What follows belongs to an exercise in optimizing a design on an open flow for small area, a short achievable clock period and few clock cycles per item; a production flow would make more cautious choices.

==> module spuc_add, before the edit <==
module spuc_add #(parameter W = 8) (
    input  wire [W-1:0] a,
    input  wire [W-1:0] b,
    input  wire         ci,
    output wire [W-1:0] s,
    output wire         co
);
    localparam L = 7;                    
    wire [W:0] g0 = {a & b, ci};
    wire [W:0] p0 = {a ^ b, 1'b0};
    reg  [W:0] g, p;
    integer l, i;
    always @* begin
        g = g0;
        p = p0;
        for (l = 0; l < L; l = l + 1)
            for (i = 0; i <= W; i = i + 1)
                if (i[l] && (((i >> l) << l) >= 1)) begin
                    g[i] = g[i] | (p[i] & g[((i >> l) << l) - 1]);
                    p[i] = p[i] & p[((i >> l) << l) - 1];
                end
    end
    assign s  = p0[W:1] ^ g[W-1:0];
    assign co = g[W];
endmodule
==> module spuc_addbk, before the edit <==
module spuc_addbk #(parameter W = 8) (
    input  wire [W-1:0] a,
    input  wire [W-1:0] b,
    input  wire         ci,
    output wire [W-1:0] s,
    output wire         co
);
    localparam N = W + 1;
    localparam L = 7;                    
    wire [W:0] g0 = {a & b, ci};
    wire [W:0] p0 = {a ^ b, 1'b0};
    reg  [W:0] g, p;
    integer l, i;
    always @* begin
        g = g0;
        p = p0;
        for (l = 0; l < L; l = l + 1)
            for (i = 0; i < N; i = i + 1)
                if (((i + 1) % (2 << l)) == 0) begin
                    g[i] = g[i] | (p[i] & g[i - (1 << l)]);
                    p[i] = p[i] & p[i - (1 << l)];
                end
        for (l = L - 2; l >= 0; l = l - 1)
            for (i = 0; i < N; i = i + 1)
                if (((i + 1) % (2 << l)) == (1 << l) && i >= (2 << l)) begin
                    g[i] = g[i] | (p[i] & g[i - (1 << l)]);
                    p[i] = p[i] & p[i - (1 << l)];
                end
    end
    assign s  = p0[W:1] ^ g[W-1:0];
    assign co = g[W];
endmodule
==> module spuc_correlator, before the edit <==
module spuc_correlator (
    input  wire        clk,
    input  wire        rst,
    input  wire        in_valid,
    output reg         in_ready,
    input  wire [63:0] in_ref,
    input  wire [63:0] in_x,
    input  wire        in_neg,
    input  wire        in_last,
    output reg         out_valid,
    input  wire        out_ready,
    output reg  [63:0] out_corr,
    output reg         out_bit
);
    wire accept = in_valid && in_ready;
    wire take   = out_valid && out_ready;
    reg        s0_v, s0_last;
    reg [63:0] s0_a, s0_b;
    always @(posedge clk) begin
        s0_a    <= in_ref;
        s0_b    <= {in_x[63] ^ in_neg, in_x[62:0]};
        s0_last <= in_last;
        s0_v    <= accept && !rst;
    end
    wire [105:0] m_prod;
    wire         m_sy, m_uf, m_st0, m_ovf0, m_ovf1;
    wire [1:0]   m_cls;
    wire [6:0]   m_l0;
    wire [10:0]  m_ef;
    spuc_fmul_a u_mula (.a(s0_a), .b(s0_b), .prod(m_prod), .sy(m_sy), .cls(m_cls),
                        .uf(m_uf), .l0(m_l0), .st0(m_st0), .ef(m_ef),
                        .ovf0(m_ovf0), .ovf1(m_ovf1));
    wire [63:0] prod;
    spuc_fmul_b u_mulb (.prod(m_prod), .sy(m_sy & s0_v), .cls(s0_v ? m_cls : 2'd1),
                        .uf(m_uf), .l0(m_l0), .st0(m_st0), .ef(m_ef),
                        .ovf0(m_ovf0), .ovf1(m_ovf1), .y(prod));
    reg        s1_v, s1_last;
    reg [63:0] s1_p;
    always @(posedge clk) begin
        s1_p    <= prod;
        s1_last <= s0_last;
        s1_v    <= s0_v && !rst;
    end
    reg  [63:0] acc;
    reg         fresh, done;
    wire [63:0] sum;
    spuc_fadd u_add (.a(acc), .b(s1_p), .y(sum));
    wire [63:0] first = (s1_p[62:0] == 63'd0) ? 64'd0 : s1_p;
    wire move = done && !out_valid;
    wire acc_nan = (&acc[62:52]) && (acc[51:0] != 0);
    wire acc_gt0 = !acc[63] && (acc[62:0] != 0) && !acc_nan;
    always @(posedge clk) begin
        acc <= (s1_v && fresh) ? first : sum;
        if (rst) begin
            out_corr  <= 64'd0;
            out_bit   <= 1'b0;
            fresh     <= 1'b1;
            done      <= 1'b0;
            out_valid <= 1'b0;
        end else begin
            if (s1_v)
                fresh <= s1_last;
            if (s1_v && s1_last)
                done <= 1'b1;
            else if (move)
                done <= 1'b0;
            out_valid <= move || (out_valid && !out_ready);
            if (move) begin
                out_corr <= acc;
                out_bit  <= acc_gt0;
            end
        end
    end
    reg  [1:0] nres;
    wire [1:0] nres_next = nres + {1'b0, accept && in_last} - {1'b0, take};
    always @(posedge clk) begin
        if (rst) begin
            nres     <= 2'd0;
            in_ready <= 1'b1;
        end else begin
            nres     <= nres_next;
            in_ready <= (nres_next != 2'd2);
        end
    end
endmodule
Settings: LEC_CHECK=0, ABC_AREA=1, CAP_MARGIN=20, CORE_MARGIN=2, CORE_UTILIZATION=35, SLEW_MARGIN=20; clock period 66.0 ns.
standard.sh (not shown) runs the stock make flow with config.mk's settings and CLKGATE_MAP_FILE= SYNTH_SCRIPT=/design/flow/synth_recipe.tcl, a recipe that flattens the netlist after the stock synthesis.
==> flow/flow/run.sh <==
#!/bin/bash
# Standard synthesis and layout (the standard.sh, step by step), with two
# changes to how the layout is made; the clock, the constraints and all flow
# scripts are unchanged:
# - the port buffers that the placement step inserts are buf_4 cells;
# - the timing repair steps over-fix setup: they keep working on a path
#   until it has SETUP_SLACK_MARGIN ns of slack at the design's period.
# Each step's output goes to its own log file here.
set -euo pipefail
export SETUP_SLACK_MARGIN=51.6
export BUFFER_PORTS_ARGS="-buffer_cell sky130_fd_sc_hd__buf_4"
bash standard.sh synth > synth.log 2>&1
bash standard.sh floorplan > floorplan.log 2>&1
bash standard.sh place > place.log 2>&1
bash standard.sh cts > cts.log 2>&1
bash standard.sh route > route.log 2>&1
bash standard.sh finish > finish.log 2>&1
Change:
--- a/flow/design.v
+++ b/flow/design.v
@@ -4547,11 +4547,11 @@
     input  wire [W-1:0] b,
     input  wire         ci,
     output wire [W-1:0] s,
     output wire         co
 );
-    localparam L = 7;                    
+    localparam L = $clog2(W + 1);
     wire [W:0] g0 = {a & b, ci};
     wire [W:0] p0 = {a ^ b, 1'b0};
     reg  [W:0] g, p;
     integer l, i;
     always @* begin
@@ -4613,11 +4613,11 @@
     input  wire         ci,
     output wire [W-1:0] s,
     output wire         co
 );
     localparam N = W + 1;
-    localparam L = 7;                    
+    localparam L = $clog2(N);
     wire [W:0] g0 = {a & b, ci};
     wire [W:0] p0 = {a ^ b, 1'b0};
     reg  [W:0] g, p;
     integer l, i;
     always @* begin
@@ -4690,13 +4690,15 @@
     wire move = done && !out_valid;
     wire acc_nan = (&acc[62:52]) && (acc[51:0] != 0);
     wire acc_gt0 = !acc[63] && (acc[62:0] != 0) && !acc_nan;
     always @(posedge clk) begin
         acc <= (s1_v && fresh) ? first : sum;
+        if (move) begin
+            out_corr <= acc;
+            out_bit  <= acc_gt0;
+        end
         if (rst) begin
-            out_corr  <= 64'd0;
-            out_bit   <= 1'b0;
             fresh     <= 1'b1;
             done      <= 1'b0;
             out_valid <= 1'b0;
         end else begin
             if (s1_v)
@@ -4704,14 +4706,10 @@
             if (s1_v && s1_last)
                 done <= 1'b1;
             else if (move)
                 done <= 1'b0;
             out_valid <= move || (out_valid && !out_ready);
-            if (move) begin
-                out_corr <= acc;
-                out_bit  <= acc_gt0;
-            end
         end
     end
     reg  [1:0] nres;
     wire [1:0] nres_next = nres + {1'b0, accept && in_last} - {1'b0, take};
     always @(posedge clk) begin
Routed wire length shrinks by 3.6%.
Design area shrinks by 0.78%.
Sequential share of layout area grows by 0.56 points.
First-iteration DRC count is about the same.
Clock-buffer cell count grows by 8.
Setup slack gets worse by 0.24 ns.
No run of this note included a check of the RTL's function; only the layout flow was run.

## afterwards: timing with drivers on the ports
How much do the figures lean on ideal ports? The routed layouts below were timed once more, with nothing changed but the port constraints.
Step 1, drivers: a clkbuf_16 drives clk and a buf_2 each remaining input, both assumed.
Step 2 times the ports against the registers' clock, not the clock port: input delays grow and output delays shrink by t, the midpoint of the rising clock arrivals with the driver on.
Three values: ideal ports, drivers, drivers and shift; two values: the first two.
run	t (ns)	setup slack, ns	hold slack, ns	worst setup path after step 2	worst data-port slew with drivers (ns)
the first run	0.826	51.583 / 51.493 / 51.240	0.329 / 0.329 / 0.329	input to register	0.09
the second run	0.825	51.340 / 51.244 / 51.663	0.324 / 0.324 / 0.324	input to register	0.32
After both steps every run listed still meets setup and hold. The setup slack of the first run, which loses most, moves by -0.090 ns with the drivers and by -0.343 ns with both steps.
